Background: an optimization exercise with open tools, aiming at small area. Do not read the settings as production practice. No run shown here included a check of the RTL's function; only the layout flow was run. No activity file was given, so power comes from the tool's default toggle rates.

===== config.mk =====
export PLATFORM = sky130hd
export DESIGN_NAME = svm_core
export DESIGN_NICKNAME = svm_core
export VERILOG_FILES = /design/flow/design.v
export SDC_FILE = /design/flow/constraint.sdc
export NUM_CORES = 8
export LEC_CHECK = 0
export ABC_AREA = 1
export CAP_MARGIN = 20
export CORE_MARGIN = 2
export CORE_UTILIZATION = 50
export SLEW_MARGIN = 20

===== constraint.sdc =====
create_clock -name core_clock -period 20.0 [get_ports {clk}]
set_input_delay 4.0000 -clock core_clock [delete_from_list [all_inputs] [get_ports {clk}]]
set_output_delay 4.0000 -clock core_clock [all_outputs]
set_load 0.01 [all_outputs]

===== design.v =====
module svm_core (
    input  wire        clk,
    input  wire        rst,
    input  wire [31:0] entry,
    input  wire [1:0]  break_mode,
    output wire        mem_req,
    output wire        mem_we,
    output wire [31:0] mem_addr,
    output wire [31:0] mem_wdata,
    input  wire        mem_ack,
    input  wire [31:0] mem_rdata,
    output wire        sys_req,
    output wire [2:0]  sys_n,
    output wire [31:0] sys_a0,
    output wire [31:0] sys_a1,
    output wire [31:0] sys_a2,
    output wire [31:0] sys_a3,
    input  wire        sys_ack,
    input  wire [31:0] sys_result,
    output wire        brk_valid,
    output wire [31:0] brk_addr,
    output wire [2:0]  status,
    output wire [31:0] trap_addr,
    output wire [31:0] trap_info,
    input  wire [4:0]  dbg_sel,
    output wire [31:0] dbg_data
);
    localparam S_INIT = 4'd0, S_EXEC = 4'd1, S_SHIFT = 4'd2, S_PC = 4'd3,
               S_TRAP = 4'd4, S_HALT = 4'd5, S_FWAIT = 4'd6, S_MWAIT = 4'd7,
               S_SWAIT = 4'd8;
    localparam TK_FETCH0 = 3'd0, TK_FETCH2 = 3'd1, TK_LOAD = 3'd2, TK_STORE = 3'd3,
               TK_SYSBUF = 3'd4, TK_SYSNUM = 3'd5, TK_EXIT = 3'd6, TK_BREAK = 3'd7;
    reg  [5:0]  ph;
    reg  [3:0]  S;
    reg         W;           
    reg  [2:0]  tk;
    reg  [2:0]  status_r;
    reg         xf;          
    reg  [31:0] T;
    reg  [31:0] IR;
    reg         cb;          
    reg         c, f1, f2, pcc;
    reg  [4:0]  sreg;
    reg  [32:0] ring [0:31];
    wire        ph32 = ph[5];
    wire [4:0]  k    = ph[4:0];
    wire        act  = !W && !ph32;      
    wire        dec  = !W && ph32;       
    wire [4:0] pair = IR[5:1];
    wire std = !cb;
    wire p_alu_r  = (pair >= 5'd1 && pair <= 5'd8);
    wire p_alu_i  = (pair >= 5'd9 && pair <= 5'd16);
    wire p_li     = (pair == 5'd17);
    wire p_lui    = (pair == 5'd18);
    wire p_load   = (pair == 5'd19);
    wire p_store  = (pair == 5'd20);
    wire p_br     = std ? (pair >= 5'd21 && pair <= 5'd28) : (pair == 5'd21 || pair == 5'd22);
    wire p_call   = (pair == 5'd29);
    wire p_break  = (pair == 5'd30);
    wire p_mv     = cb && (pair == 5'd0);
    wire illegal  = std ? (pair == 5'd0 || pair == 5'd31)
                        : ((pair >= 5'd23 && pair <= 5'd28) || pair == 5'd31);
    wire [2:0] aop = pair[2:0] - 3'd1;           
    wire is_aluop = p_alu_r || p_alu_i;
    wire is_shift = is_aluop && (aop == 3'd5 || aop == 3'd6 || aop == 3'd7);
    wire is_pass  = p_mv || p_li || p_lui;
    wire is_alu   = (is_aluop && !is_shift) || is_pass;    
    wire use_imm  = p_alu_i || p_li || p_lui || p_load || p_store;
    wire [4:0] f_10_6  = IR[10:6];
    wire [4:0] f_15_11 = IR[15:11];
    wire [4:0] f_20_16 = IR[20:16];
    wire [4:0] f_8_6   = {2'b00, IR[8:6]};
    wire [4:0] f_11_9  = {2'b00, IR[11:9]};
    wire [2:0] n3     = std ? IR[18:16] : IR[11:9];
    wire       n_big  = std ? (|IR[31:19] || IR[18:16] > 3'd5) : (|IR[15:12] || IR[11:9] > 3'd5);
    wire       n_zero = (n3 == 3'd0) && !n_big;
    wire       n_x4   = (n3 == 3'd3 || n3 == 3'd5);    
    wire       n_nobuf = (n3 == 3'd4);
    wire [4:0] rd_f = (std || p_mv || (is_aluop && p_alu_r)) ? f_10_6 : f_8_6;
    wire [3:0] j4 = k[3:0];
    wire hi16 = IR[5'd16 + {1'b0, j4}];
    reg  imm_bit;
    always @(*) begin
        imm_bit = 1'b0;
        if (std) begin
            if (p_lui) imm_bit = k[4] & hi16;
            else       imm_bit = k[4] ? IR[31] : hi16;
        end else if (p_lui) begin
            imm_bit = k[4] && (j4 < 4'd7) && IR[5'd9 + {1'b0, j4}];
        end else if (p_load || p_store || p_br) begin
            imm_bit = (k < 5'd4) ? IR[5'd12 + k] : IR[15];
        end else begin
            imm_bit = (k < 5'd7) ? IR[5'd9 + k] : IR[15];
        end
    end
    reg  [4:0] a_sel, b_sel;
    always @(*) begin
        if (S == S_TRAP)              a_sel = 5'd4;
        else if (p_call)              a_sel = n_x4 ? 5'd4 : 5'd5;
        else if (std)                 a_sel = p_br ? f_10_6 : f_15_11;
        else if (p_load || p_store)   a_sel = f_11_9;
        else if (p_alu_i || p_br)     a_sel = f_8_6;
        else                          a_sel = f_10_6;
        if (p_call)                   b_sel = n_x4 ? 5'd5 : 5'd6;
        else if (std && !p_br)        b_sel = f_20_16;
        else                          b_sel = f_15_11;
    end
    wire a_tap = ring[a_sel][0];
    wire b_tap = ring[b_sel][0];
    wire p_tap = ring[0][0];
    wire [2:0] bq = pair[2:0] - 3'd5;    
    wire br_zero  = p_br && (!std || bq[2:1] == 2'b00);
    wire br_sgn   = p_br && std && bq[2:1] == 2'b10;
    wire sub      = p_br || (is_aluop && aop == 3'd1);
    wire b_raw    = use_imm ? imm_bit : (br_zero ? 1'b0 : b_tap);
    wire b_call   = n_nobuf ? 1'b0 : b_tap;
    wire b_op     = p_call ? b_call : b_raw;
    wire a_x      = a_tap ^ (br_sgn && k == 5'd31);
    wire b_x      = b_op ^ sub ^ (br_sgn && k == 5'd31);
    wire c_in     = (k == 5'd0) ? sub : c;
    wire sum      = a_x ^ b_x ^ c_in;
    wire c_out    = (a_x & b_x) | (a_x & c_in) | (b_x & c_in);
    reg  res;
    always @(*) begin
        if (is_pass)                                   res = b_op;
        else if (is_aluop && aop == 3'd2)              res = a_tap & b_op;
        else if (is_aluop && aop == 3'd3)              res = a_tap | b_op;
        else if (is_aluop && aop == 3'd4)              res = a_tap ^ b_op;
        else                                           res = sum;
    end
    wire br_val = bq[2] ? c : f1;
    wire taken  = bq[0] ? br_val : !br_val;
    wire       sll     = (aop == 3'd5);
    wire [4:0] kk      = sll ? k : ~k;
    wire       sh_ok   = (kk >= sreg);
    wire [4:0] sh_idx  = sll ? (5'd0 - sreg) : sreg;
    wire       sh_fill = (aop == 3'd7) & c;
    wire       shres   = sh_ok ? T[sh_idx] : sh_fill;
    wire ilen_bit = cb ? (k == 5'd1) : (k == 5'd2);
    reg  inc_bit;
    always @(*) begin
        if (S == S_TRAP)                   inc_bit = (k == 5'd1);
        else if (S == S_PC && p_br)        inc_bit = taken ? imm_bit : ilen_bit;
        else if (S == S_PC && is_shift && rd_f == 5'd0) inc_bit = 1'b0;
        else                               inc_bit = ilen_bit;
    end
    wire pcc_in = (k == 5'd0) ? 1'b0 : pcc;
    wire pcsum  = p_tap ^ inc_bit ^ pcc_in;
    wire pcc_out = (p_tap & inc_bit) | (p_tap & pcc_in) | (inc_bit & pcc_in);
    reg        we;           
    reg  [4:0] wsel;
    reg        wbit;
    reg        p_we;         
    reg        p_in;
    reg        t_sh;         
    reg        t_in;
    reg        ir_sh;
    reg        ir_in;
    always @(*) begin
        we = 1'b0; wsel = rd_f; wbit = res; p_we = 1'b0; p_in = pcsum;
        t_sh = 1'b0; t_in = pcsum; ir_sh = 1'b0; ir_in = 1'b0;
        if (act) begin
            case (S)
                S_INIT: begin
                    we = 1'b1; wsel = 5'd1; wbit = (k >= 5'd2);
                    p_we = 1'b1; p_in = entry[k];
                    t_sh = 1'b1; t_in = entry[k];
                end
                S_EXEC: begin
                    if (is_alu) begin
                        we = 1'b1;
                        p_we = 1'b1; p_in = (rd_f == 5'd0) ? res : pcsum;
                        t_sh = 1'b1; t_in = p_in;
                    end else if (is_shift) begin
                        t_sh = 1'b1; t_in = a_tap;
                    end else if (p_load || p_store) begin
                        t_sh = 1'b1; t_in = sum;
                    end else if (p_call) begin
                        t_sh = !n_big && !n_zero; t_in = a_tap;
                    end else if (p_break && !illegal) begin
                        p_we = 1'b1;
                        t_sh = !break_mode[1]; t_in = pcsum;
                    end
                end
                S_SHIFT: begin
                    we = 1'b1; wbit = shres;
                    p_we = (rd_f == 5'd0); p_in = shres;
                    t_sh = 1'b1; t_in = T[0];
                end
                S_PC: begin
                    if (p_load) begin
                        we = 1'b1; wbit = T[0];
                        p_in = (rd_f == 5'd0) ? T[0] : pcsum;
                        t_in = p_in;
                    end else if (p_call) begin
                        we = 1'b1; wsel = 5'd3; wbit = T[0];
                    end
                    p_we = 1'b1;
                    t_sh = 1'b1;
                end
                S_TRAP: begin
                    ir_sh = 1'b1;
                    t_sh = (tk == TK_FETCH2);
                    case (tk)
                        TK_LOAD:   ir_in = (k == 5'd0);
                        TK_STORE:  ir_in = (k == 5'd1);
                        TK_SYSBUF: ir_in = (k < 5'd2);
                        TK_SYSNUM: ir_in = cb ? ((k < 5'd7) & IR[9]) : ((k < 5'd16) & IR[16]);
                        TK_EXIT:   ir_in = a_tap;
                        default:   ir_in = 1'b0;
                    endcase
                end
                default: ;
            endcase
        end
    end
    wire t_hi  = &T[31:2];
    wire t_ff  = t_hi & T[1] & T[0];
    wire t_gt  = t_hi & (T[1] | T[0]);         
    wire end_instr = (S == S_INIT) || (S == S_PC) ||
                     (S == S_EXEC && !illegal && (is_alu || (p_break && !break_mode[1])));
    wire fetch_now = (dec && end_instr && !t_ff) || (S == S_FWAIT);
    wire ls_now    = (dec && S == S_EXEC && !illegal && (p_load || p_store) && !t_gt) || (S == S_MWAIT);
    wire buf_fault = f1 & c & f2;
    wire call_go   = dec && S == S_EXEC && !illegal && p_call && !n_big && !n_zero && !buf_fault;
    wire sys_now   = call_go || (S == S_SWAIT);
    assign mem_req  = fetch_now || ls_now;
    assign mem_we   = ls_now && p_store;
    assign mem_addr = T;
    assign sys_req  = sys_now;
    assign sys_n    = n3;
    wire freeze = !rst && (ph32 ? (sys_now && !sys_ack) : xf);
    wire [4:0]  wsel2 = (S == S_HALT) ? dbg_sel : (std ? f_10_6 : f_8_6);
    wire [32:0] M = ring[wsel2];
    wire [32:0] r1 = ph[0] ? {M[31:0],  M[32]}     : M;
    wire [32:0] r2 = ph[1] ? {r1[30:0], r1[32:31]} : r1;
    wire [32:0] r3 = ph[2] ? {r2[28:0], r2[32:29]} : r2;
    wire [32:0] r4 = ph[3] ? {r3[24:0], r3[32:25]} : r3;
    wire [32:0] r5 = ph[4] ? {r4[16:0], r4[32:17]} : r4;
    wire [32:0] r6 = ph[5] ? {r5[0],    r5[32:1]}  : r5;
    assign mem_wdata = r6[31:0];
    assign dbg_data  = r6[31:0];
    assign sys_a0 = ring[4][32:1];
    assign sys_a1 = ring[5][32:1];
    assign sys_a2 = ring[6][32:1];
    assign sys_a3 = ring[7][32:1];
    assign brk_valid = act && k == 5'd0 && S == S_EXEC && !illegal && p_break && (break_mode != 2'd0);
    assign brk_addr  = T;
    assign status    = status_r;
    assign trap_addr = T;
    assign trap_info = IR;
    integer r;
    always @(posedge clk) begin
        for (r = 0; r < 32; r = r + 1) begin
            if (!(freeze && r >= 4 && r <= 7)) begin
                if (r == 0)
                    ring[r] <= {p_we ? p_in : ring[r][0], ring[r][32:1]};
                else
                    ring[r] <= {(we && wsel == r) ? wbit : ring[r][0], ring[r][32:1]};
            end
        end
    end
    wire fetch_ack = fetch_now && mem_ack;
    wire ls_ack    = ls_now && mem_ack;
    wire sys_ack_i = sys_now && sys_ack;
    always @(posedge clk) begin
        if (fetch_ack) begin
            IR <= {mem_rdata[0] ? 16'b0 : mem_rdata[31:16], mem_rdata[15:0]};
            cb <= mem_rdata[0];
        end else if (ir_sh) begin
            IR <= {ir_in, IR[31:1]};
        end
        if (ls_ack && !p_store)
            T <= mem_rdata;
        else if (sys_ack_i)
            T <= sys_result;
        else if (t_sh)
            T <= {t_in, T[31:1]};
        if (act) begin
            pcc <= pcc_out;
            if (S == S_EXEC) begin
                if (is_shift) begin
                    c <= a_tap;
                    if (k < 5'd5) sreg <= {b_op, sreg[4:1]};
                end else begin
                    c <= c_out;
                end
                f1 <= ((k == 5'd0) ? 1'b0 : f1) | (p_call ? b_call : (a_x ^ b_x ^ sub));
                f2 <= ((k == 5'd0) ? 1'b0 : f2) | sum;
            end
        end
    end
    always @(posedge clk) begin
        if (rst) begin
            ph       <= 6'd0;
            S        <= S_INIT;
            W        <= 1'b0;
            status_r <= 3'd0;
            xf       <= 1'b0;
            tk       <= TK_FETCH0;
        end else begin
            ph <= ph32 ? 6'd0 : ph + 6'd1;
            xf <= freeze;
            if (W) begin
                if (ph32) W <= 1'b0;
            end else if (ph32 || S == S_FWAIT || S == S_MWAIT || S == S_SWAIT) begin
                if (fetch_now) begin
                    if (mem_ack) begin
                        S  <= (!mem_rdata[0] && t_gt) ? S_TRAP : S_EXEC;
                        tk <= TK_FETCH2;
                        W  <= !ph32;
                    end else begin
                        S <= S_FWAIT;
                    end
                end else if (ls_now) begin
                    if (mem_ack) begin
                        S <= S_PC;
                        W <= !ph32;
                    end else begin
                        S <= S_MWAIT;
                    end
                end else if (sys_now) begin
                    if (sys_ack) begin
                        S <= S_PC;
                        W <= !ph32;
                    end else begin
                        S <= S_SWAIT;
                    end
                end else begin
                    case (S)
                        S_INIT, S_PC: begin
                            S <= S_TRAP; tk <= TK_FETCH0;
                        end
                        S_EXEC: begin
                            if (illegal) begin
                                status_r <= 3'd1; S <= S_HALT;
                            end else if (is_alu) begin
                                S <= S_TRAP; tk <= TK_FETCH0;
                            end else if (is_shift) begin
                                S <= S_SHIFT;
                            end else if (p_load || p_store) begin
                                S <= S_TRAP; tk <= p_load ? TK_LOAD : TK_STORE;
                            end else if (p_br) begin
                                S <= S_PC;
                            end else if (p_call) begin
                                S <= S_TRAP;
                                tk <= n_big ? TK_SYSNUM : n_zero ? TK_EXIT : TK_SYSBUF;
                            end else begin
                                S <= S_TRAP; tk <= break_mode[1] ? TK_BREAK : TK_FETCH0;
                            end
                        end
                        S_SHIFT: S <= S_PC;
                        S_TRAP: begin
                            S <= S_HALT;
                            case (tk)
                                TK_SYSNUM: status_r <= 3'd4;
                                TK_EXIT:   status_r <= 3'd6;
                                TK_BREAK:  status_r <= 3'd5;
                                default:   status_r <= 3'd3;
                            endcase
                        end
                        default: ;
                    endcase
                end
            end
        end
    end
endmodule

===== run.sh =====
#!/bin/bash
# synth_recipe.tcl (not shown) runs the flow's synth.tcl, then flattens the netlist and writes it again
# the make line also repeats each setting of config.mk as NAME=value (left out here)
make -C /OpenROAD-flow-scripts/flow DESIGN_CONFIG=/design/flow/config.mk WORK_HOME=/design/flow/orfs CLKGATE_MAP_FILE= SYNTH_SCRIPT=/design/flow/synth_recipe.tcl finish

==> impl_metrics.py, run 1 <==
metrics = {
    "power": {
        "switching_share_pct": 23.3,
        "power.switching_mw": 1.18,
        "design_power_total_mw": 5.06,
        "combPwrFrac_pct": 7.8,
        "power_frac_clock_pct": 43.8,
        "power_density_nw_per_um2": 99.9,
        "irDropWorstVdd_v": 0.0000853,
        "p_leak_nw": 21.5,
        "power_frac_seq_pct": 48.5,
        "p_int_mw": 3.88,
    },
    "synthesis": {
        "synthesis.instances": 4788,
        "yosysSeqAreaShare_pct": 58.1,
        "synth-compound-area-share_pct": 9.61,
        "synth-warning-count": 2,
        "synth.distinct_cells": 66,
        "ys_top_cells_by_area": "dfxtp_1 (44%), edfxtp_1 (14%), nand2_1 (11%), nand3_1 (4.3%), buf_4 (4.1%)",
        "synthXorXnorAreaFrac_pct": 0.305,
        "synth-async-reset-ratio_pct": 0,
        "synth_top_cell_area_share_pct": 43.7,
        "synth_fp_nets": 4921,
        "avgSynthCellArea_sq_um": 9.00,
        "synth_seq_cells": 1148,
        "synth_top_family_by_area": "simple AND/OR/NAND/NOR gates",
        "synthMuxAreaShare_pct": 0.116,
        "synthesis.area_sq_um": 43100,
        "synth-edff-count": 206,
        "synth_ff_type": "dfxtp_1",
        "synth-simple-area-share_pct": 21.8,
        "yosys.area.top_type": "dfxtp_1",
        "yosys.area_share.adder_pct": 0.789,
    },
    "floorplan": {
        "std_cell_rows": 107,
        "initial_core_util_pct": 50.5,
        "die_area_sq_um": 88600,
        "io_pins": 437,
        "dieWidth_um": 298,
        "core_area_sq_um": 85300,
        "chipHeight_um": 298,
    },
    "setup_path": {
        "crit_path_max_fanout": 28,
        "crit_family": "simple AND/OR/NAND/NOR gates",
        "end_kind": "output pin",
        "cp.required_ps": 16000,
        "critPathKind": "in -> out",
        "start_kind": "input pin",
        "critPathBufInv": 5,
        "slowest_delay_ps": 810,
        "cp.arrival_ps": 9970,
        "crit_slowest_cell": "nor4_1",
        "cp_cell_sequence": "clkdlybuf4s50_1 -> inv_1 -> o21ai_4 -> inv_4 -> nand3_2 -> inv_2 -> nand2_1 -> nand4_1 -> nor4_1 -> nand4_1 -> o21ai_0 -> o21ai_1 -> o21ai_1 -> nand2_1 -> nand3_1 -> nand3_1 -> nand3_1 -> nand2_1 -> clkdlybuf4s50_1",
    },
    "timing": {
        "hold_ws_ps": 330,
        "slew_headroom_pct": 26.1,
        "max_freq_mhz": 71.6,
        "hold_viol_final": 0,
        "fin_crit_ps": 13970,
        "fin_ws_ps": 6030,
        "tightestPinTransition_ps": 1100,
        "rsz0062_at_grt": "false",
        "drv_slew": 0,
        "fin_crit_sh_pct": 69.9,
        "setup_viol": 0,
        "fin_worst_skew_ps": 33.9,
        "setup-tns-final_ps": 0,
    },
    "finish": {
        "final_nets": 5097,
        "layout-drive-gt1-share_pct": 6.15,
        "area_growth_pct": 17.4,
        "final_cell_mix": "nand2_1 (1218), dfxtp_1 (941), clkdlybuf4s50_1 (436), nand3_1 (373), inv_1 (335)",
        "fin_area_sq_um": 50600,
        "final_common_cell": "nand2_1",
    },
    "placement": {
        "gp_congestion": 0.985,
        "hpwl_um": 121000,
        "placed_cell_area_sq_um": 46700,
        "numPortBuffers": 436,
        "place_worst_setup_slack_ps": 6220,
    },
    "clock_network": {
        "h-tree-depth": 3,
        "cts.sinks": 1148,
        "cts-buffers-inserted": 110,
        "cts_setup_buffers": 0,
        "cts_tree": "done",
        "root_buffer": "clkbuf_16",
        "cts_buffer_depth": 3,
        "cts_resized": 0,
        "clkTransAtPathRegs_ps": 60,
        "cts_hold_buffers": 0,
        "clock_latency_ps": 710,
    },
    "routing": {
        "drc": 0,
        "routed_wl_um": 162000,
        "drt_iter0_drc": 4651,
        "drt_first_pass_iters": 8,
        "vias": 35615,
        "vias_per_cell": 5.74,
        "ant_nets": 0,
        "post_drt_wl_per_cell_um": 26.1,
    },
    "global_routing": {
        "antenna_found_initial": 10,
        "grt_first_pass_wirelength_um": 233000,
        "grt_pass1_vias": 33011,
        "grt_max_degree": 86,
        "grt_overflow": 0,
        "gr-usage-all-layers_pct": 35.5,
    },
    "hold_path": {
        "hold_class": "reg -> reg",
    },
    "job": {
        "drv_cap": 0,
    },
    "run_status": {
        "status": "finished clean",
    },
}
-- worst reg2reg max path: cells and delay by family, from the launching register on --
kind / cells / cell delay, ps
simple gates: 16 / 2730
buf+inv: 6 / 1590
fa+ha+maj: 2 / 860
compound gates: 4 / 740
flops: 1 / 560
xor+xnor: 2 / 420
-- cells by family (layout without fill, tap and decap cells) --
| logic type | Yosys count | count (layout) |
|---|---|---|
| AOI/OAI and AO/OA | 626 | 626 |
| xor gates and xnor gates | 15 | 15 |
| adders and majority gates | 26 | 26 |
| buffers and inverters | 791 | 1060 |
| DFF | 1148 | 1148 |
| muxes | 5 | 5 |
| other | 0 | 2 |
| and+or+nand+nor | 2177 | 2177 |
-- power by group through the flow --
stage               Combinational (mW)  Clock [mW]  Sequential, mW
finish                           0.392        2.21            2.45
global route                     0.419        2.32            2.45
CTS                              0.388        2.23            2.45
detailed placement               0.387           0            2.50
global placement                 0.385           0            2.50
floorplan                        0.221           0            2.48
-- layout make-up --
cell class | count | area (sq um)
Inverter | 376 | 1420
Sequential cell | 1148 | 25000
Antenna cell | 2 | 5.00
Clock inverter | 50 | 706
Fill cell | 7572 | 34700
Tap cell | 1144 | 1430
Timing Repair Buffer | 479 | 4680
Multi-Input combinational cell | 2849 | 14100
Clock buffer | 155 | 3210
-- cells in the mapped netlist (all sizes together), types with 5 or more instances --
| library cell | count |
|---|---|
| buf | 328 |
| clkbuf | 87 |
| o22ai | 21 |
| ha | 24 |
| a31oi | 26 |
| nand3 | 377 |
| nor4 | 25 |
| a21oi | 61 |
| a211oi | 20 |
| edfxtp | 206 |
| a22o | 103 |
| nand2 | 1229 |
| inv | 372 |
| nor3 | 79 |
| a221oi | 43 |
| dfxtp | 942 |
| o2111ai | 23 |
| nor2 | 287 |
| a32o | 5 |
| nand4 | 170 |
| mux2i | 5 |
| o21a | 5 |
| o211ai | 41 |
| xor2 | 12 |
| o21ai | 251 |
-- routing by layer --
metal  vias to the layer above  wire (um)  global-route usage [%]
li1                      16221          -                       -
met1                     17370      72300                    52.6
met2                      1810      69200                    52.2
met5                         -         46                       0
met3                       208      16600                    8.41
met4                         6       3540                    8.66
-- metrics by stage --
| step | utilization, % | instances |
|---|---|---|
| 6_report | 59.3 | 6203 |
| 3_5_place_dp | 54.7 | 5995 |
| 3_3_place_gp | 54.7 | 5995 |
| 5_1_grt | 59.3 | 6202 |
| 2_1_floorplan | - | 4788 |
| 4_1_cts | 59.3 | 6200 |
-- registers in the layout, indices dropped and copies added, names as in the netlist, 3 cells and up --
register / count
ring: 1056
IR: 32
T: 32
ph: 6
sreg: 5
S: 4
status_r: 3
tk: 3
-- worst paths after layout --
check / start / to / slack (ps) / depth (start not counted)
max: dbg_sel[4] / dbg_data[26] / 6030 / 19
min: ring[8][28] / ring[8][27] / 330 / 0
max reg2reg: IR[2] / ring[4][32] / 12920 / 30
min reg2reg: ring[8][28] / ring[8][27] / 330 / 0
==> run 2: changes to the inputs <==
--- a/design.v
+++ b/design.v
@@ -1,3 +1,32 @@
+module svm_dec5 (
+    input  wire [4:0]  s,
+    output wire [31:0] oh
+);
+    assign oh = 32'd1 << s;
+endmodule
+module svm_rfmux (
+    input  wire [1023:0] d,
+    input  wire [31:0]   oh,
+    output reg  [31:0]   o
+);
+    integer r;
+    always @(*) begin
+        o = 32'b0;
+        for (r = 0; r < 32; r = r + 1)
+            o = o | (d[r*32 +: 32] & {32{oh[r]}});
+    end
+endmodule
+module svm_rot32 (
+    input  wire [31:0] d,
+    input  wire [4:0]  n,
+    output wire [31:0] o
+);
+    wire [31:0] r1 = n[0] ? {d[30:0],  d[31]}     : d;
+    wire [31:0] r2 = n[1] ? {r1[29:0], r1[31:30]} : r1;
+    wire [31:0] r3 = n[2] ? {r2[27:0], r2[31:28]} : r2;
+    wire [31:0] r4 = n[3] ? {r3[23:0], r3[31:24]} : r3;
+    assign o       = n[4] ? {r4[15:0], r4[31:16]} : r4;
+endmodule
 module svm_core (
     input  wire        clk,
     input  wire        rst,
@@ -30,7 +59,7 @@
                S_SWAIT = 4'd8;
     localparam TK_FETCH0 = 3'd0, TK_FETCH2 = 3'd1, TK_LOAD = 3'd2, TK_STORE = 3'd3,
                TK_SYSBUF = 3'd4, TK_SYSNUM = 3'd5, TK_EXIT = 3'd6, TK_BREAK = 3'd7;
-    reg  [5:0]  ph;
+    reg  [4:0]  ph;
     reg  [3:0]  S;
     reg         W;           
     reg  [2:0]  tk;
@@ -41,11 +70,13 @@
     reg         cb;          
     reg         c, f1, f2, pcc;
     reg  [4:0]  sreg;
-    reg  [32:0] ring [0:31];
-    wire        ph32 = ph[5];
-    wire [4:0]  k    = ph[4:0];
-    wire        act  = !W && !ph32;      
-    wire        dec  = !W && ph32;       
+    reg  [31:0] ring [0:31];
+    wire [4:0]  k    = ph;
+    wire        ph31 = &ph;
+    wire        pass = (S == S_INIT) || (S == S_EXEC) || (S == S_SHIFT) ||
+                       (S == S_PC) || (S == S_TRAP);
+    wire        act  = !W && pass;       
+    wire        last = act && ph31;      
     wire [4:0] pair = IR[5:1];
     wire std = !cb;
     wire p_alu_r  = (pair >= 5'd1 && pair <= 5'd8);
@@ -76,7 +107,7 @@
     wire       n_zero = (n3 == 3'd0) && !n_big;
     wire       n_x4   = (n3 == 3'd3 || n3 == 3'd5);    
     wire       n_nobuf = (n3 == 3'd4);
-    wire [4:0] rd_f = (std || p_mv || (is_aluop && p_alu_r)) ? f_10_6 : f_8_6;
+    wire [4:0] rd_f = (std || p_mv || p_alu_r) ? f_10_6 : f_8_6;
     wire [3:0] j4 = k[3:0];
     wire hi16 = IR[5'd16 + {1'b0, j4}];
     reg  imm_bit;
@@ -115,8 +146,8 @@
     wire b_raw    = use_imm ? imm_bit : (br_zero ? 1'b0 : b_tap);
     wire b_call   = n_nobuf ? 1'b0 : b_tap;
     wire b_op     = p_call ? b_call : b_raw;
-    wire a_x      = a_tap ^ (br_sgn && k == 5'd31);
-    wire b_x      = b_op ^ sub ^ (br_sgn && k == 5'd31);
+    wire a_x      = a_tap ^ (br_sgn && ph31);
+    wire b_x      = b_op ^ sub ^ (br_sgn && ph31);
     wire c_in     = (k == 5'd0) ? sub : c;
     wire sum      = a_x ^ b_x ^ c_in;
     wire c_out    = (a_x & b_x) | (a_x & c_in) | (b_x & c_in);
@@ -128,8 +159,11 @@
         else if (is_aluop && aop == 3'd4)              res = a_tap ^ b_op;
         else                                           res = sum;
     end
+    wire f1_in = ((k == 5'd0) ? 1'b0 : f1) | (p_call ? b_call : (a_tap ^ b_op));
+    wire f2_in = ((k == 5'd0) ? 1'b0 : f2) | sum;
     wire br_val = bq[2] ? c : f1;
     wire taken  = bq[0] ? br_val : !br_val;
+    wire buf_fault = f1_in & c_out & f2_in;
     wire       sll     = (aop == 3'd5);
     wire [4:0] kk      = sll ? k : ~k;
     wire       sh_ok   = (kk >= sreg);
@@ -214,36 +248,42 @@
             endcase
         end
     end
-    wire t_hi  = &T[31:2];
-    wire t_ff  = t_hi & T[1] & T[0];
-    wire t_gt  = t_hi & (T[1] | T[0]);         
+    wire [31:0] T_nx = t_sh ? {t_in, T[31:1]} : T;
+    wire a_hi  = &T_nx[31:2];
+    wire a_ff  = a_hi & T_nx[1] & T_nx[0];
+    wire a_gt  = a_hi & (T_nx[1] | T_nx[0]);        
     wire end_instr = (S == S_INIT) || (S == S_PC) ||
                      (S == S_EXEC && !illegal && (is_alu || (p_break && !break_mode[1])));
-    wire fetch_now = (dec && end_instr && !t_ff) || (S == S_FWAIT);
-    wire ls_now    = (dec && S == S_EXEC && !illegal && (p_load || p_store) && !t_gt) || (S == S_MWAIT);
-    wire buf_fault = f1 & c & f2;
-    wire call_go   = dec && S == S_EXEC && !illegal && p_call && !n_big && !n_zero && !buf_fault;
+    wire fetch_now = (last && end_instr && !a_ff) || (S == S_FWAIT);
+    wire ls_now    = (last && S == S_EXEC && !illegal && (p_load || p_store) && !a_gt) || (S == S_MWAIT);
+    wire call_go   = last && S == S_EXEC && !illegal && p_call && !n_big && !n_zero && !buf_fault;
     wire sys_now   = call_go || (S == S_SWAIT);
     assign mem_req  = fetch_now || ls_now;
     assign mem_we   = ls_now && p_store;
-    assign mem_addr = T;
+    assign mem_addr = T_nx;
     assign sys_req  = sys_now;
     assign sys_n    = n3;
-    wire freeze = !rst && (ph32 ? (sys_now && !sys_ack) : xf);
+    wire freeze = !rst && (ph31 ? (sys_now && !sys_ack) : xf);
     wire [4:0]  wsel2 = (S == S_HALT) ? dbg_sel : (std ? f_10_6 : f_8_6);
-    wire [32:0] M = ring[wsel2];
-    wire [32:0] r1 = ph[0] ? {M[31:0],  M[32]}     : M;
-    wire [32:0] r2 = ph[1] ? {r1[30:0], r1[32:31]} : r1;
-    wire [32:0] r3 = ph[2] ? {r2[28:0], r2[32:29]} : r2;
-    wire [32:0] r4 = ph[3] ? {r3[24:0], r3[32:25]} : r3;
-    wire [32:0] r5 = ph[4] ? {r4[16:0], r4[32:17]} : r4;
-    wire [32:0] r6 = ph[5] ? {r5[0],    r5[32:1]}  : r5;
-    assign mem_wdata = r6[31:0];
-    assign dbg_data  = r6[31:0];
-    assign sys_a0 = ring[4][32:1];
-    assign sys_a1 = ring[5][32:1];
-    assign sys_a2 = ring[6][32:1];
-    assign sys_a3 = ring[7][32:1];
+    wire [31:0] oh;
+    svm_dec5 u_dec (.s(wsel2), .oh(oh));
+    wire [1023:0] rf_flat;
+    genvar g;
+    generate
+        for (g = 0; g < 32; g = g + 1) begin : g_flat
+            assign rf_flat[g*32 +: 32] = ring[g];
+        end
+    endgenerate
+    wire [31:0] M;
+    svm_rfmux u_mux (.d(rf_flat), .oh(oh), .o(M));
+    wire [31:0] rd_par;
+    svm_rot32 u_rot (.d(M), .n(ph), .o(rd_par));
+    assign mem_wdata = rd_par;
+    assign dbg_data  = rd_par;
+    assign sys_a0 = {ring[4][0], ring[4][31:1]};
+    assign sys_a1 = {ring[5][0], ring[5][31:1]};
+    assign sys_a2 = {ring[6][0], ring[6][31:1]};
+    assign sys_a3 = {ring[7][0], ring[7][31:1]};
     assign brk_valid = act && k == 5'd0 && S == S_EXEC && !illegal && p_break && (break_mode != 2'd0);
     assign brk_addr  = T;
     assign status    = status_r;
@@ -254,9 +294,9 @@
         for (r = 0; r < 32; r = r + 1) begin
             if (!(freeze && r >= 4 && r <= 7)) begin
                 if (r == 0)
-                    ring[r] <= {p_we ? p_in : ring[r][0], ring[r][32:1]};
+                    ring[r] <= {p_we ? p_in : ring[r][0], ring[r][31:1]};
                 else
-                    ring[r] <= {(we && wsel == r) ? wbit : ring[r][0], ring[r][32:1]};
+                    ring[r] <= {(we && wsel == r) ? wbit : ring[r][0], ring[r][31:1]};
             end
         end
     end
@@ -285,83 +325,81 @@
                 end else begin
                     c <= c_out;
                 end
-                f1 <= ((k == 5'd0) ? 1'b0 : f1) | (p_call ? b_call : (a_x ^ b_x ^ sub));
-                f2 <= ((k == 5'd0) ? 1'b0 : f2) | sum;
+                f1 <= f1_in;
+                f2 <= f2_in;
             end
         end
     end
     always @(posedge clk) begin
         if (rst) begin
-            ph       <= 6'd0;
+            ph       <= 5'd0;
             S        <= S_INIT;
             W        <= 1'b0;
             status_r <= 3'd0;
             xf       <= 1'b0;
             tk       <= TK_FETCH0;
         end else begin
-            ph <= ph32 ? 6'd0 : ph + 6'd1;
+            ph <= ph + 5'd1;
             xf <= freeze;
             if (W) begin
-                if (ph32) W <= 1'b0;
-            end else if (ph32 || S == S_FWAIT || S == S_MWAIT || S == S_SWAIT) begin
-                if (fetch_now) begin
-                    if (mem_ack) begin
-                        S  <= (!mem_rdata[0] && t_gt) ? S_TRAP : S_EXEC;
-                        tk <= TK_FETCH2;
-                        W  <= !ph32;
-                    end else begin
-                        S <= S_FWAIT;
-                    end
-                end else if (ls_now) begin
-                    if (mem_ack) begin
-                        S <= S_PC;
-                        W <= !ph32;
-                    end else begin
-                        S <= S_MWAIT;
-                    end
-                end else if (sys_now) begin
-                    if (sys_ack) begin
-                        S <= S_PC;
-                        W <= !ph32;
-                    end else begin
-                        S <= S_SWAIT;
-                    end
+                if (ph31) W <= 1'b0;
+            end else if (fetch_now) begin
+                if (mem_ack) begin
+                    S  <= (!mem_rdata[0] && a_gt) ? S_TRAP : S_EXEC;
+                    tk <= TK_FETCH2;
+                    W  <= !ph31;
+                end else begin
+                    S <= S_FWAIT;
+                end
+            end else if (ls_now) begin
+                if (mem_ack) begin
+                    S <= S_PC;
+                    W <= !ph31;
+                end else begin
+                    S <= S_MWAIT;
+                end
+            end else if (sys_now) begin
+                if (sys_ack) begin
+                    S <= S_PC;
+                    W <= !ph31;
                 end else begin
-                    case (S)
-                        S_INIT, S_PC: begin
+                    S <= S_SWAIT;
+                end
+            end else if (last) begin
+                case (S)
+                    S_INIT, S_PC: begin
+                        S <= S_TRAP; tk <= TK_FETCH0;
+                    end
+                    S_EXEC: begin
+                        if (illegal) begin
+                            status_r <= 3'd1; S <= S_HALT;
+                        end else if (is_alu) begin
                             S <= S_TRAP; tk <= TK_FETCH0;
+                        end else if (is_shift) begin
+                            S <= S_SHIFT;
+                        end else if (p_load || p_store) begin
+                            S <= S_TRAP; tk <= p_load ? TK_LOAD : TK_STORE;
+                        end else if (p_br) begin
+                            S <= S_PC;
+                        end else if (p_call) begin
+                            S <= S_TRAP;
+                            tk <= n_big ? TK_SYSNUM : n_zero ? TK_EXIT : TK_SYSBUF;
+                        end else begin
+                            S <= S_TRAP; tk <= break_mode[1] ? TK_BREAK : TK_FETCH0;
                         end
-                        S_EXEC: begin
-                            if (illegal) begin
-                                status_r <= 3'd1; S <= S_HALT;
-                            end else if (is_alu) begin
-                                S <= S_TRAP; tk <= TK_FETCH0;
-                            end else if (is_shift) begin
-                                S <= S_SHIFT;
-                            end else if (p_load || p_store) begin
-                                S <= S_TRAP; tk <= p_load ? TK_LOAD : TK_STORE;
-                            end else if (p_br) begin
-                                S <= S_PC;
-                            end else if (p_call) begin
-                                S <= S_TRAP;
-                                tk <= n_big ? TK_SYSNUM : n_zero ? TK_EXIT : TK_SYSBUF;
-                            end else begin
-                                S <= S_TRAP; tk <= break_mode[1] ? TK_BREAK : TK_FETCH0;
-                            end
-                        end
-                        S_SHIFT: S <= S_PC;
-                        S_TRAP: begin
-                            S <= S_HALT;
-                            case (tk)
-                                TK_SYSNUM: status_r <= 3'd4;
-                                TK_EXIT:   status_r <= 3'd6;
-                                TK_BREAK:  status_r <= 3'd5;
-                                default:   status_r <= 3'd3;
-                            endcase
-                        end
-                        default: ;
-                    endcase
-                end
+                    end
+                    S_SHIFT: S <= S_PC;
+                    S_TRAP: begin
+                        S <= S_HALT;
+                        case (tk)
+                            TK_SYSNUM: status_r <= 3'd4;
+                            TK_EXIT:   status_r <= 3'd6;
+                            TK_BREAK:  status_r <= 3'd5;
+                            default:   status_r <= 3'd3;
+                        endcase
+                    end
+                    default: ;
+                endcase
             end
         end
     end
--- a/config.mk
+++ b/config.mk
@@ -5,8 +5,8 @@
 export SDC_FILE = /design/flow/constraint.sdc
 export NUM_CORES = 8
 export LEC_CHECK = 0
-export ABC_AREA = 1
 export CAP_MARGIN = 20
 export CORE_MARGIN = 2
-export CORE_UTILIZATION = 50
+export CORE_UTILIZATION = 60
 export SLEW_MARGIN = 20
+export SYNTH_HIERARCHICAL = 1
==> impl_metrics.py, run 2 <==
metrics = {
    "synthesis": {
        "synth_ff_type": "dfxtp_1",
        "synth-edff-count": 170,
        "yosys.area.top_type": "dfxtp_1",
        "synth_common_cells": "dfxtp_1 (945), a22oi_1 (518), buf_4 (198)",
        "avgSynthCellArea_sq_um": 12.0,
        "synthesis.instances": 3418,
        "synth-warning-count": 9,
        "synth.distinct_cells": 98,
        "synthesis.area_sq_um": 40900,
        "yosysSeqAreaShare_pct": 58.7,
        "synth-async-reset-ratio_pct": 0,
        "synth_seq_cells": 1115,
        "synth_top_cell_area_share_pct": 46.2,
        "synth_most_common_cell": "dfxtp_1",
        "synth_fp_nets": 3550,
        "ys_top_cells_by_area": "dfxtp_1 (46%), edfxtp_1 (12%), a22oi_1 (9.5%), mux4_2 (5.3%), buf_4 (3.6%)",
    },
    "setup_path": {
        "critPathKind": "in -> out",
        "crit_slowest_cell": "nand2b_1",
        "critPathBufInv": 2,
        "cp.required_ps": 16000,
        "end_kind": "output pin",
        "crit_path_max_fanout": 32,
        "crit_family": "simple AND/OR/NAND/NOR gates",
        "slowest_delay_ps": 720,
        "critPathMostFrequentCell": "clkdlybuf4s50_1",
        "cp.arrival_ps": 9380,
        "cp_cell_sequence": "clkdlybuf4s50_1 -> nand2_1 -> o21ai_0 -> nand2b_1 -> nor2_4 -> a22oi_1 -> nand4_1 -> or4_1 -> mux4_2 -> mux4_1 -> mux2_2 -> clkdlybuf4s50_1",
        "start_kind": "input pin",
    },
    "finish": {
        "multiInputGateArea_sq_um": 14500,
        "final_cell_mix": "dfxtp_1 (940), a22oi_1 (518), clkdlybuf4s50_1 (436), nand2_1 (188), edfxtp_1 (170)",
        "largestRegisters": "ring (1024), IR (32), T (32)",
        "largest_reg_flops": 1024,
        "area_growth_pct": 17.0,
        "top_register": "ring",
        "final_nets": 3725,
        "layout-drive-gt1-share_pct": 13.1,
        "fillers": 4615,
        "fin_area_sq_um": 47900,
        "utilization_pct": 71.1,
        "seqCellArea_sq_um": 24000,
        "final_common_cell": "dfxtp_1",
    },
    "placement": {
        "placed_cell_area_sq_um": 44500,
        "numPortBuffers": 436,
        "gp_congestion": 1.02,
        "hpwl_um": 99300,
    },
    "clock_network": {
        "cts-buffers-inserted": 98,
        "cts_setup_buffers": 0,
        "clkTransAtPathRegs_ps": 60,
        "h-tree-depth": 3,
        "cts.sinks": 1115,
        "cts_tree": "done",
        "root_buffer": "clkbuf_16",
        "cts_buffer_depth": 3,
        "clock_latency_ps": 680,
        "cts_resized": 0,
        "cts_hold_buffers": 0,
    },
    "routing": {
        "vias_per_cell": 6.79,
        "post_drt_wl_per_cell_um": 30.3,
        "drt_first_pass_iters": 8,
        "vias": 30905,
        "routed_wl_um": 138000,
        "ant_nets": 0,
        "drc": 0,
        "drt_iter0_drc": 4059,
    },
    "hold_path": {
        "hold_class": "reg -> reg",
    },
    "floorplan": {
        "std_cell_rows": 95,
        "chipHeight_um": 265,
        "die_area_sq_um": 70300,
        "io_pins": 437,
        "core_area_sq_um": 67400,
        "initial_core_util_pct": 60.8,
        "dieWidth_um": 265,
    },
    "timing": {
        "fin_worst_skew_ps": 29.5,
        "fin_crit_ps": 13380,
        "setup_viol": 0,
        "max_freq_mhz": 74.7,
        "slew_headroom_pct": 23.2,
        "fin_crit_sh_pct": 66.9,
        "hold_viol_final": 0,
        "rsz0062_at_grt": "false",
        "tightestPinTransition_ps": 1150,
        "setup-tns-final_ps": 0,
        "drv_slew": 0,
    },
    "global_routing": {
        "antenna_found_initial": 4,
        "grt_first_pass_wirelength_um": 200000,
        "grt_max_degree": 66,
        "grt_overflow": 0,
        "grt_pass1_vias": 29963,
        "gr-usage-all-layers_pct": 38.2,
    },
    "power": {
        "design_power_total_mw": 4.59,
        "power_density_nw_per_um2": 95.8,
        "irDropWorstVdd_v": 0.0000845,
        "p_leak_nw": 17.9,
    },
    "run_status": {
        "status": "finished clean",
    },
    "job": {
        "drv_cap": 0,
    },
}
-- run 2: cell count changes after synthesis, moves of 45 or more --
cell,change
nand2_1,-1030
a22oi_1,+517
nand3_1,-322
inv_1,-304
nor2_1,-148
o21ai_0,-105
a22o_1,-101
mux4_2,+97
mux2_2,+92
o21ai_1,-75
nor3_1,-52
mux2i_1,+45
-- run 2: final timing paths --
kind,startpoint,endpoint,slack [ps],cells after the start
max,dbg_sel[2],mem_wdata[12],6620,12
min,ring[8][22],ring[8][21],330,0
max reg2reg,IR[1],IR[8],11060,22
min reg2reg,ring[8][22],ring[8][21],330,0
-- run 2: layer usage --
| layer | share of wire [%] | global-route usage, % |
|---|---|---|
| met3 | 9.4 | 7.20 |
| met5 | 0.022 | 0 |
| met1 | 39 | 49.6 |
| met4 | 5.4 | 19.6 |
| met2 | 46 | 61.6 |
-- run 2: modules after synthesis (local to each module, per instance) --
module | cell area [sq um] | cells inside | copies in the design | flip-flops and latches
svm_rot32 | 1950 | 116 | 1 | 0
svm_core | 33400 | 2487 | 1 | 1115
svm_rfmux | 5380 | 768 | 1 | 0
svm_dec5 | 214 | 47 | 1 | 0
-- run 2: cell families after synthesis --
group,Yosys count,share of synthesized area (%)
xor gates and xnor gates,19,0.406
AOI/OAI and AO/OA,860,15.3
and+or+nand+nor,708,9.00
buffers and inverters,448,6.53
adders and majority gates,25,0.801
DFF,1115,58.7
muxes,243,9.31
-- run 2: power by group --
part	total, mW	switching (mW)	leakage (nW)	internal [mW]
sequential	2.37	0.0603	9.60	2.31
clock	1.93	0.848	1.66	1.08
combinational	0.290	0.124	6.62	0.166
-- run 2: through the flow --
stage / hold slack [ps] / setup slack (ps) / instances
2_1_floorplan: 331 / 8890 / 3418
3_3_place_gp: 334 / 6830 / 4361
3_5_place_dp: 336 / 6740 / 4362
4_1_cts: 331 / 6730 / 4547
5_1_grt: 332 / 6490 / 4551
6_report: 334 / 6620 / 4554
-- run 2: final cells by class --
| class | count | area share, % |
|---|---|---|
| Antenna cell | 3 | 0.0157 |
| Clock buffer | 139 | 5.98 |
| Clock inverter | 46 | 1.02 |
| Inverter | 40 | 0.313 |
| Multi-Input combinational cell | 1855 | 30.2 |
| Sequential cell | 1115 | 50.2 |
| Tap cell | 873 | 2.28 |
| Timing Repair Buffer | 483 | 10.0 |
==> run 3: changes to the inputs <==
--- a/config.mk
+++ b/config.mk
@@ -8,5 +8,6 @@
 export CAP_MARGIN = 20
 export CORE_MARGIN = 2
 export CORE_UTILIZATION = 60
+export CTS_BUF_LIST = sky130_fd_sc_hd__clkbuf_4
 export SLEW_MARGIN = 20
 export SYNTH_HIERARCHICAL = 1
==> impl_metrics.py, run 3 <==
metrics = {
    "run_status": {
        "status": "finished clean",
    },
    "routing": {
        "routed_wl_um": 138000,
        "vias_per_cell": 6.62,
        "drc": 0,
        "vias": 31959,
        "drt_iter0_drc": 3985,
        "ant_nets": 0,
        "post_drt_wl_per_cell_um": 28.6,
        "drt_first_pass_iters": 8,
    },
    "power": {
        "power_density_nw_per_um2": 94.1,
        "power.switching_mw": 1.05,
        "switching_share_pct": 23.2,
        "p_leak_nw": 18.2,
        "p_int_mw": 3.46,
        "irDropWorstVdd_v": 0.0000580,
        "combPwrFrac_pct": 6.4,
        "power_frac_clock_pct": 40.9,
        "power_frac_seq_pct": 52.6,
    },
    "setup_path": {
        "cp.arrival_ps": 9650,
        "worstSetupStartpoint": "IR[1]",
        "crit_slowest_cell": "edfxtp_1",
        "crit_family": "compound AO/OA/AOI/OAI gates",
        "rr_startpoint": "IR[1]",
        "critPathKind": "reg -> out",
        "slowest_delay_ps": 830,
        "regToRegEndpoint": "IR[11]",
        "cp_cell_sequence": "ha_1 -> or4_4 -> nand4_1 -> a2bb2oi_2 -> nand2_1 -> mux2_2 -> o2111ai_1 -> o211ai_1 -> or4b_4 -> mux2i_1 -> xnor2_1 -> fa_1 -> a221oi_1 -> o211ai_1 -> a32o_1 -> nor2_1 -> o21ai_1 -> nand2_1 -> o31a_1 -> nand2b_1 -> a211oi_1 -> clkdlybuf4s50_1",
        "r2r.worst_path.cells": 22,
        "cp.required_ps": 16000,
        "critPathBufInv": 1,
        "start_kind": "flop",
        "crit_path_max_fanout": 14,
        "rrSetupSlack_ps": 11040,
        "end_kind": "output pin",
    },
    "clock_network": {
        "cts-buffers-inserted": 282,
        "clock_latency_ps": 1150,
        "cts_setup_buffers": 0,
        "clkTransAtPathRegs_ps": 70,
        "cts_buffer_depth": 4,
        "root_buffer": "clkbuf_4",
        "cts_hold_buffers": 0,
        "cts_tree": "done",
        "cts.sinks": 1115,
        "cts_resized": 0,
        "h-tree-depth": 5,
    },
    "timing": {
        "tightestPinTransition_ps": 1220,
        "setup-tns-final_ps": 0,
        "rsz0062_at_grt": "false",
        "fin_crit_sh_pct": 68.3,
        "fin_worst_skew_ps": 124,
        "hold_viol_final": 0,
        "setup_viol": 0,
        "slew_headroom_pct": 18.9,
        "max_freq_mhz": 73.3,
        "fin_crit_ps": 13650,
        "drv_slew": 0,
    },
    "synthesis": {
        "synth-async-reset-ratio_pct": 0,
        "yosys.area.top_type": "dfxtp_1",
        "yosysSeqAreaShare_pct": 58.7,
        "synth-edff-count": 170,
        "ys_top_cells_by_area": "dfxtp_1 (46%), edfxtp_1 (12%), a22oi_1 (9.5%), mux4_2 (5.3%), buf_4 (3.6%)",
        "synthesis.instances": 3418,
        "synth.distinct_cells": 98,
        "synth_most_common_cell": "dfxtp_1",
        "synthesis.area_sq_um": 40900,
        "synth_common_cells": "dfxtp_1 (945), a22oi_1 (518), buf_4 (198)",
        "synth_seq_cells": 1115,
        "synth_fp_nets": 3550,
        "synth_top_cell_area_share_pct": 46.2,
        "synth_ff_type": "dfxtp_1",
        "avgSynthCellArea_sq_um": 12.0,
        "synth-warning-count": 9,
    },
    "finish": {
        "final_common_cell": "dfxtp_1",
        "largestRegisters": "ring (1024), IR (32), T (32)",
        "final_cell_mix": "dfxtp_1 (940), a22oi_1 (518), clkdlybuf4s50_1 (436), clkbuf_4 (409), nand2_1 (188)",
        "largest_reg_flops": 1024,
        "layout-drive-gt1-share_pct": 18.8,
        "final_nets": 3908,
        "top_register": "ring",
        "area_growth_pct": 17.0,
        "utilization_pct": 71.1,
    },
    "global_routing": {
        "gr-usage-all-layers_pct": 38.8,
        "grt_pass1_vias": 31510,
        "grt_max_degree": 66,
        "grt_overflow": 0,
        "antenna_found_initial": 9,
        "grt_first_pass_wirelength_um": 203000,
    },
    "placement": {
        "gp_congestion": 1.02,
        "hpwl_um": 99300,
        "numPortBuffers": 436,
    },
    "floorplan": {
        "initial_core_util_pct": 60.8,
        "std_cell_rows": 95,
        "die_area_sq_um": 70300,
        "chipHeight_um": 265,
        "io_pins": 437,
        "core_area_sq_um": 67400,
        "dieWidth_um": 265,
    },
    "hold_path": {
        "hold_start": "ring[23][5]",
        "hold_class": "reg -> reg",
        "min_to": "ring[23][4]",
        "hold_depth": 0,
    },
    "job": {
        "drv_cap": 0,
    },
}
-- run 3: cells by family (layout without fill, tap and decap cells) --
logic type               after synthesis  in the layout  synth area share, %
AO/OA/AOI/OAI                        860            860                 15.3
flip-flops                          1115           1115                 58.7
AND/OR/NAND/NOR                      708            708                 9.00
XOR/XNOR                              19             19                0.406
buffers and inverters                448            980                 6.53
other                                  0              2                    0
adder cells (fa/ha/maj)               25             25                0.801
multiplexers                         243            243                 9.31
-- run 3: per-module statistics from Yosys, one instance, submodules excluded --
module | times used | area, sq um | cells inside | flip-flops and latches
svm_core | 1 | 33400 | 2487 | 1115
svm_dec5 | 1 | 214 | 47 | 0
svm_rot32 | 1 | 1950 | 116 | 0
svm_rfmux | 1 | 5380 | 768 | 0
-- run 3: worst max path at each step --
stage | depth (start not counted) | to | slack (ps)
2_1_floorplan | 13 | mem_wdata[12] | 8890
3_3_place_gp | 13 | mem_wdata[12] | 6830
6_report | 22 | mem_we | 6350
4_1_cts | 22 | mem_we | 6510
5_1_grt | 23 | mem_we | 6060
3_5_place_dp | 13 | mem_wdata[12] | 6740
-- run 3: stage by stage --
stage,hold slack [ps],instance area [sq um],power [mW],instances,worst slack (ps)
finish,277,47900,4.51,4825,6350
global route,280,47900,4.66,4824,6060
CTS,263,47800,4.52,4820,6510
detailed placement,336,44500,2.71,4362,6740
global placement,334,44400,2.70,4361,6830
floorplan,331,40900,2.55,3418,8890
-- run 3: power by group through the flow --
stage / logic, mW / clock network [mW] / registers, mW
after global placement: 0.286 / 0 / 2.42
after floorplan: 0.154 / 0 / 2.40
after CTS: 0.289 / 1.86 / 2.37
after global routing: 0.304 / 1.98 / 2.37
after detailed placement: 0.286 / 0 / 2.42
final: 0.290 / 1.85 / 2.37
-- run 3: cell type report --
cell class,count,area [sq um]
repair buffers,482,4770
inverters,40,150
multi-input cells,1855,14500
flip-flops and latches,1115,24000
well taps,873,1090
clock inverters,49,294
fillers,4732,19500
clock buffers,409,3070
diodes,2,5.00
-- run 3: per-layer routing --
metal	up-vias	wire length, um	track usage [%]
li1	13671	-	-
met1	15721	52900	49.2
met3	441	13600	9.04
met2	2114	64300	61.4
met4	12	7270	21.6
met5	-	80	0
==> run 4: changes to the inputs <==
--- a/design.v
+++ b/design.v
@@ -4,28 +4,91 @@
 );
     assign oh = 32'd1 << s;
 endmodule
+module svm_aoi222 (
+    input  wire a0, s0, a1, s1, a2, s2,
+    output wire y
+);
+    assign y = ~((a0 & s0) | (a1 & s1) | (a2 & s2));
+endmodule
+module svm_mux2i (
+    input  wire a, b, s,
+    output wire y
+);
+    assign y = ~(s ? b : a);
+endmodule
+module svm_rfbit (
+    input  wire [31:0] d,
+    input  wire [31:0] oh,
+    output wire        o_n
+);
+    wire [10:0] y;
+    genvar g;
+    generate
+        for (g = 0; g < 10; g = g + 1) begin : g_a
+            svm_aoi222 u (.a0(d[3*g]), .s0(oh[3*g]), .a1(d[3*g+1]), .s1(oh[3*g+1]),
+                          .a2(d[3*g+2]), .s2(oh[3*g+2]), .y(y[g]));
+        end
+    endgenerate
+    assign y[10] = ~((d[30] & oh[30]) | (d[31] & oh[31]));
+    assign o_n = ~(~&y[3:0] | ~&y[7:4] | ~&y[10:8]);
+endmodule
 module svm_rfmux (
     input  wire [1023:0] d,
     input  wire [31:0]   oh,
-    output reg  [31:0]   o
+    output wire [31:0]   o_n
 );
-    integer r;
-    always @(*) begin
-        o = 32'b0;
-        for (r = 0; r < 32; r = r + 1)
-            o = o | (d[r*32 +: 32] & {32{oh[r]}});
-    end
+    genvar i, r;
+    generate
+        for (i = 0; i < 32; i = i + 1) begin : g_bit
+            wire [31:0] col;
+            for (r = 0; r < 32; r = r + 1) begin : g_r
+                assign col[r] = d[r*32 + i];
+            end
+            svm_rfbit u (.d(col), .oh(oh), .o_n(o_n[i]));
+        end
+    endgenerate
 endmodule
 module svm_rot32 (
-    input  wire [31:0] d,
+    input  wire [31:0] d_n,
     input  wire [4:0]  n,
     output wire [31:0] o
 );
-    wire [31:0] r1 = n[0] ? {d[30:0],  d[31]}     : d;
-    wire [31:0] r2 = n[1] ? {r1[29:0], r1[31:30]} : r1;
-    wire [31:0] r3 = n[2] ? {r2[27:0], r2[31:28]} : r2;
-    wire [31:0] r4 = n[3] ? {r3[23:0], r3[31:24]} : r3;
-    assign o       = n[4] ? {r4[15:0], r4[31:16]} : r4;
+    wire [31:0] s [0:5];
+    assign s[0] = d_n;
+    genvar st, i;
+    generate
+        for (st = 0; st < 5; st = st + 1) begin : g_st
+            for (i = 0; i < 32; i = i + 1) begin : g_i
+                svm_mux2i u (.a(s[st][i]), .b(s[st][(i + 32 - (1 << st)) % 32]), .s(n[st]), .y(s[st+1][i]));
+            end
+        end
+    endgenerate
+    assign o = s[5];
+endmodule
+module svm_mux4 (
+    input  wire [3:0] d,
+    input  wire [1:0] s,
+    output wire       o
+);
+    assign o = d[s];
+endmodule
+module svm_mux32 (
+    input  wire [31:0] d,
+    input  wire [4:0]  s,
+    output wire        o_n
+);
+    wire [7:0] l1;
+    wire [1:0] l2;
+    genvar g;
+    generate
+        for (g = 0; g < 8; g = g + 1) begin : g_l1
+            svm_mux4 u (.d(d[4*g +: 4]), .s(s[1:0]), .o(l1[g]));
+        end
+        for (g = 0; g < 2; g = g + 1) begin : g_l2
+            svm_mux4 u (.d(l1[4*g +: 4]), .s(s[3:2]), .o(l2[g]));
+        end
+    endgenerate
+    svm_mux2i u_l3 (.a(l2[0]), .b(l2[1]), .s(s[4]), .y(o_n));
 endmodule
 module svm_core (
     input  wire        clk,
@@ -56,7 +119,7 @@
 );
     localparam S_INIT = 4'd0, S_EXEC = 4'd1, S_SHIFT = 4'd2, S_PC = 4'd3,
                S_TRAP = 4'd4, S_HALT = 4'd5, S_FWAIT = 4'd6, S_MWAIT = 4'd7,
-               S_SWAIT = 4'd8;
+               S_SWAIT = 4'd8, S_LWB = 4'd9;
     localparam TK_FETCH0 = 3'd0, TK_FETCH2 = 3'd1, TK_LOAD = 3'd2, TK_STORE = 3'd3,
                TK_SYSBUF = 3'd4, TK_SYSNUM = 3'd5, TK_EXIT = 3'd6, TK_BREAK = 3'd7;
     reg  [4:0]  ph;
@@ -74,7 +137,7 @@
     wire [4:0]  k    = ph;
     wire        ph31 = &ph;
     wire        pass = (S == S_INIT) || (S == S_EXEC) || (S == S_SHIFT) ||
-                       (S == S_PC) || (S == S_TRAP);
+                       (S == S_PC) || (S == S_TRAP) || (S == S_LWB);
     wire        act  = !W && pass;       
     wire        last = act && ph31;      
     wire [4:0] pair = IR[5:1];
@@ -136,9 +199,19 @@
         else if (std && !p_br)        b_sel = f_20_16;
         else                          b_sel = f_15_11;
     end
-    wire a_tap = ring[a_sel][0];
-    wire b_tap = ring[b_sel][0];
-    wire p_tap = ring[0][0];
+    wire [31:0] taps;
+    genvar gt;
+    generate
+        for (gt = 0; gt < 32; gt = gt + 1) begin : g_tap
+            assign taps[gt] = ring[gt][0];
+        end
+    endgenerate
+    wire a_tap_n, b_tap_n;
+    svm_mux32 u_ta (.d(taps), .s(a_sel), .o_n(a_tap_n));
+    svm_mux32 u_tb (.d(taps), .s(b_sel), .o_n(b_tap_n));
+    wire a_tap = ~a_tap_n;
+    wire b_tap = ~b_tap_n;
+    wire p_tap = taps[0];
     wire [2:0] bq = pair[2:0] - 3'd5;    
     wire br_zero  = p_br && (!std || bq[2:1] == 2'b00);
     wire br_sgn   = p_br && std && bq[2:1] == 2'b10;
@@ -169,7 +242,9 @@
     wire       sh_ok   = (kk >= sreg);
     wire [4:0] sh_idx  = sll ? (5'd0 - sreg) : sreg;
     wire       sh_fill = (aop == 3'd7) & c;
-    wire       shres   = sh_ok ? T[sh_idx] : sh_fill;
+    wire       t_at_n;
+    svm_mux32 u_tt (.d(T), .s(sh_idx), .o_n(t_at_n));
+    wire       shres   = sh_ok ? ~t_at_n : sh_fill;
     wire ilen_bit = cb ? (k == 5'd1) : (k == 5'd2);
     reg  inc_bit;
     always @(*) begin
@@ -181,6 +256,9 @@
     wire pcc_in = (k == 5'd0) ? 1'b0 : pcc;
     wire pcsum  = p_tap ^ inc_bit ^ pcc_in;
     wire pcc_out = (p_tap & inc_bit) | (p_tap & pcc_in) | (inc_bit & pcc_in);
+    wire entry_k_n;
+    svm_mux32 u_te (.d(entry), .s(k), .o_n(entry_k_n));
+    wire entry_k = ~entry_k_n;
     reg        we;           
     reg  [4:0] wsel;
     reg        wbit;
@@ -197,8 +275,8 @@
             case (S)
                 S_INIT: begin
                     we = 1'b1; wsel = 5'd1; wbit = (k >= 5'd2);
-                    p_we = 1'b1; p_in = entry[k];
-                    t_sh = 1'b1; t_in = entry[k];
+                    p_we = 1'b1; p_in = entry_k;
+                    t_sh = 1'b1; t_in = entry_k;
                 end
                 S_EXEC: begin
                     if (is_alu) begin
@@ -221,12 +299,14 @@
                     p_we = (rd_f == 5'd0); p_in = shres;
                     t_sh = 1'b1; t_in = T[0];
                 end
+                S_LWB: begin
+                    we = 1'b1; wsel = sreg; wbit = IR[0];
+                    ir_sh = 1'b1;
+                    p_we = 1'b1; p_in = (sreg == 5'd0) ? IR[0] : pcsum;
+                    t_sh = 1'b1; t_in = p_in;
+                end
                 S_PC: begin
-                    if (p_load) begin
-                        we = 1'b1; wbit = T[0];
-                        p_in = (rd_f == 5'd0) ? T[0] : pcsum;
-                        t_in = p_in;
-                    end else if (p_call) begin
+                    if (p_call) begin
                         we = 1'b1; wsel = 5'd3; wbit = T[0];
                     end
                     p_we = 1'b1;
@@ -252,7 +332,7 @@
     wire a_hi  = &T_nx[31:2];
     wire a_ff  = a_hi & T_nx[1] & T_nx[0];
     wire a_gt  = a_hi & (T_nx[1] | T_nx[0]);        
-    wire end_instr = (S == S_INIT) || (S == S_PC) ||
+    wire end_instr = (S == S_INIT) || (S == S_PC) || (S == S_LWB) ||
                      (S == S_EXEC && !illegal && (is_alu || (p_break && !break_mode[1])));
     wire fetch_now = (last && end_instr && !a_ff) || (S == S_FWAIT);
     wire ls_now    = (last && S == S_EXEC && !illegal && (p_load || p_store) && !a_gt) || (S == S_MWAIT);
@@ -274,10 +354,10 @@
             assign rf_flat[g*32 +: 32] = ring[g];
         end
     endgenerate
-    wire [31:0] M;
-    svm_rfmux u_mux (.d(rf_flat), .oh(oh), .o(M));
+    wire [31:0] M_n;
+    svm_rfmux u_mux (.d(rf_flat), .oh(oh), .o_n(M_n));
     wire [31:0] rd_par;
-    svm_rot32 u_rot (.d(M), .n(ph), .o(rd_par));
+    svm_rot32 u_rot (.d_n(M_n), .n(ph), .o(rd_par));
     assign mem_wdata = rd_par;
     assign dbg_data  = rd_par;
     assign sys_a0 = {ring[4][0], ring[4][31:1]};
@@ -307,21 +387,21 @@
         if (fetch_ack) begin
             IR <= {mem_rdata[0] ? 16'b0 : mem_rdata[31:16], mem_rdata[15:0]};
             cb <= mem_rdata[0];
+        end else if (ls_ack && !p_store) begin
+            IR <= mem_rdata;
         end else if (ir_sh) begin
             IR <= {ir_in, IR[31:1]};
         end
-        if (ls_ack && !p_store)
-            T <= mem_rdata;
-        else if (sys_ack_i)
+        if (sys_ack_i)
             T <= sys_result;
         else if (t_sh)
             T <= {t_in, T[31:1]};
         if (act) begin
             pcc <= pcc_out;
             if (S == S_EXEC) begin
+                if (k < 5'd5) sreg <= {is_shift ? b_op : rd_f[k], sreg[4:1]};
                 if (is_shift) begin
                     c <= a_tap;
-                    if (k < 5'd5) sreg <= {b_op, sreg[4:1]};
                 end else begin
                     c <= c_out;
                 end
@@ -353,7 +433,7 @@
                 end
             end else if (ls_now) begin
                 if (mem_ack) begin
-                    S <= S_PC;
+                    S <= p_store ? S_PC : S_LWB;
                     W <= !ph31;
                 end else begin
                     S <= S_MWAIT;
@@ -367,7 +447,7 @@
                 end
             end else if (last) begin
                 case (S)
-                    S_INIT, S_PC: begin
+                    S_INIT, S_PC, S_LWB: begin
                         S <= S_TRAP; tk <= TK_FETCH0;
                     end
                     S_EXEC: begin
--- a/config.mk
+++ b/config.mk
@@ -8,6 +8,8 @@
 export CAP_MARGIN = 20
 export CORE_MARGIN = 2
 export CORE_UTILIZATION = 60
-export CTS_BUF_LIST = sky130_fd_sc_hd__clkbuf_4
+export CTS_BUF_LIST = sky130_fd_sc_hd__clkbuf_8
+export CTS_CLUSTER_DIAMETER = 80
+export CTS_CLUSTER_SIZE = 16
 export SLEW_MARGIN = 20
 export SYNTH_HIERARCHICAL = 1
==> impl_metrics.py, run 4 <==
metrics = {
    "hold_path": {
        "hold_class": "reg -> reg",
    },
    "power": {
        "power_frac_seq_pct": 62.7,
        "irDropWorstVdd_v": 0.0000863,
        "power.switching_mw": 0.871,
        "power_density_nw_per_um2": 84.3,
        "combPwrFrac_pct": 7.2,
        "p_int_mw": 2.87,
        "switching_share_pct": 23.3,
    },
    "floorplan": {
        "initial_core_util_pct": 60.3,
        "std_cell_rows": 93,
        "die_area_sq_um": 66500,
        "dieWidth_um": 258,
        "io_pins": 437,
        "core_area_sq_um": 64100,
    },
    "timing": {
        "fin_worst_skew_ps": 39.8,
        "setup_viol": 0,
        "fin_crit_sh_pct": 65.0,
        "tightestPinTransition_ps": 1120,
        "fin_crit_ps": 13000,
        "fin_ws_ps": 7000,
        "drv_slew": 0,
        "slew_headroom_pct": 25.3,
        "rsz0062_at_grt": "false",
        "setup-tns-final_ps": 0,
    },
    "synthesis": {
        "avgSynthCellArea_sq_um": 13.1,
        "synth_top_family_by_area": "compound AO/OA/AOI/OAI gates",
        "synth_fp_nets": 3096,
        "synth-warning-count": 9,
        "synth_top_cell_area_share_pct": 48.9,
        "synthXorXnorAreaFrac_pct": 0.408,
        "yosys.area_share.adder_pct": 0.912,
        "ys_top_cells_by_area": "dfxtp_1 (49%), edfxtp_1 (13%), a222oi_1 (8.3%), mux2i_1 (4.9%), buf_4 (3.8%)",
        "synth-compound-area-share_pct": 13.2,
        "synth.distinct_cells": 95,
        "synth-simple-area-share_pct": 8.18,
        "yosysSeqAreaShare_pct": 62.1,
        "synth-edff-count": 170,
        "synth_seq_cells": 1115,
        "synth_most_common_cell": "dfxtp_1",
        "synthesis.area_sq_um": 38700,
    },
    "clock_network": {
        "cts_hold_buffers": 0,
        "clock_latency_ps": 730,
        "root_buffer": "clkbuf_8",
        "cts_setup_buffers": 0,
        "h-tree-depth": 3,
        "cts_buffer_depth": 3,
        "cts_tree": "done",
    },
    "placement": {
        "hpwl_um": 81700,
        "gp_congestion": 0.953,
        "place_inst": 4044,
    },
    "global_routing": {
        "gr-usage-all-layers_pct": 34.0,
        "grt_max_degree": 79,
        "grt_overflow": 0,
        "grt_first_pass_wirelength_um": 172000,
    },
    "finish": {
        "top_register": "ring",
        "final_cell_mix": "dfxtp_1 (940), clkdlybuf4s50_1 (436), a222oi_1 (322), nand2_1 (198), mux2i_1 (191)",
        "fin_area_sq_um": 44300,
        "utilization_pct": 69.1,
        "final_common_cell": "dfxtp_1",
        "final_cells": 4175,
        "final_nets": 3408,
    },
    "routing": {
        "ant_nets": 0,
        "vias": 27261,
        "routed_wl_um": 116000,
    },
    "setup_path": {
        "end_kind": "output pin",
        "r2r.worst_path.cells": 25,
        "worstSetupStartpoint": "IR[2]",
        "rr_startpoint": "IR[2]",
        "cp.required_ps": 16000,
    },
    "job": {
        "drv_cap": 0,
    },
    "run_status": {
        "status": "finished clean",
    },
}
-- run 4: cell families (layout without fill, tap and decap cells) --
group | count (synthesis) | after routing
DFF | 1115 | 1115
AOI/OAI and AO/OA | 592 | 592
and+or+nand+nor | 591 | 591
muxes | 326 | 326
buffers and inverters | 293 | 649
adders and majority gates | 27 | 27
xor gates and xnor gates | 18 | 18
other | 0 | 2
-- run 4: Yosys stat by module (local to each module, per instance), excerpt --
module / flops+latches / times used / cell area (sq um) / cells
svm_rfbit: 0 / 32 / 37.5 / 5
svm_mux2i: 0 / 164 / 10.0 / 1
svm_aoi222: 0 / 320 / 10.0 / 1
svm_mux4: 0 / 40 / 22.5 / 1
svm_core: 1115 / 1 / 31500 / 2231
svm_dec5: 0 / 1 / 214 / 47
-- run 4: metal layers --
layer / part of all wire, % / GRT usage (%)
met5: 0 / 0
met4: 7.0 / 22.4
met3: 7.0 / 4.87
met2: 48 / 55.1
met1: 39 / 42.8
-- run 4: through the flow --
step / total power, mW / hold slack [ps]
floorplan: 2.53 / 330
CTS: 3.75 / 325
global placement: 2.66 / 332
global route: 3.85 / 330
finish: 3.74 / 330
detailed placement: 2.66 / 336
-- run 4: final timing paths --
path / to / slack [ps]
min reg2reg: ring[8][3] / 330
max reg2reg: IR[31] / 10400
min: ring[8][3] / 330
max: mem_req / 7000
-- run 4: area by class of cell --
class / count / area (sq um)
clock buffers: 83 / 1140
clock inverters: 45 / 308
multi-input cells: 1554 / 12900
flip-flops and latches: 1115 / 24000
repair buffers: 485 / 4750
well taps: 855 / 1070
diodes: 2 / 5.00
inverters: 36 / 140
fillers: 4618 / 19800
-- run 4: critical path, cell delays in order, from the launching register on --
cell	delay, ps
edfxtp_1	730
inv_1	230
ha_1	400
or4_4	490
o2111a_1	210
nor2_1	580
mux2i_1	190
a21oi_2	590
mux4_2	510
mux4_2	490
mux2i_1	290
a21oi_1	140
a31oi_1	180
o31a_1	310
xnor2_1	140
fa_1	580
inv_1	80
o22ai_1	170
a221o_1	160
nand3_1	160
a2111oi_4	600
o31a_1	280
and3_1	240
inv_1	50
clkdlybuf4s50_1	470
-- run 4: power by group through the flow --
stage	combinational, mW	clock, mW	sequential, mW
after floorplan	0.133	0	2.39
after global placement	0.264	0	2.39
after detailed placement	0.266	0	2.39
after CTS	0.268	1.14	2.34
after global routing	0.282	1.22	2.35
final	0.268	1.12	2.34
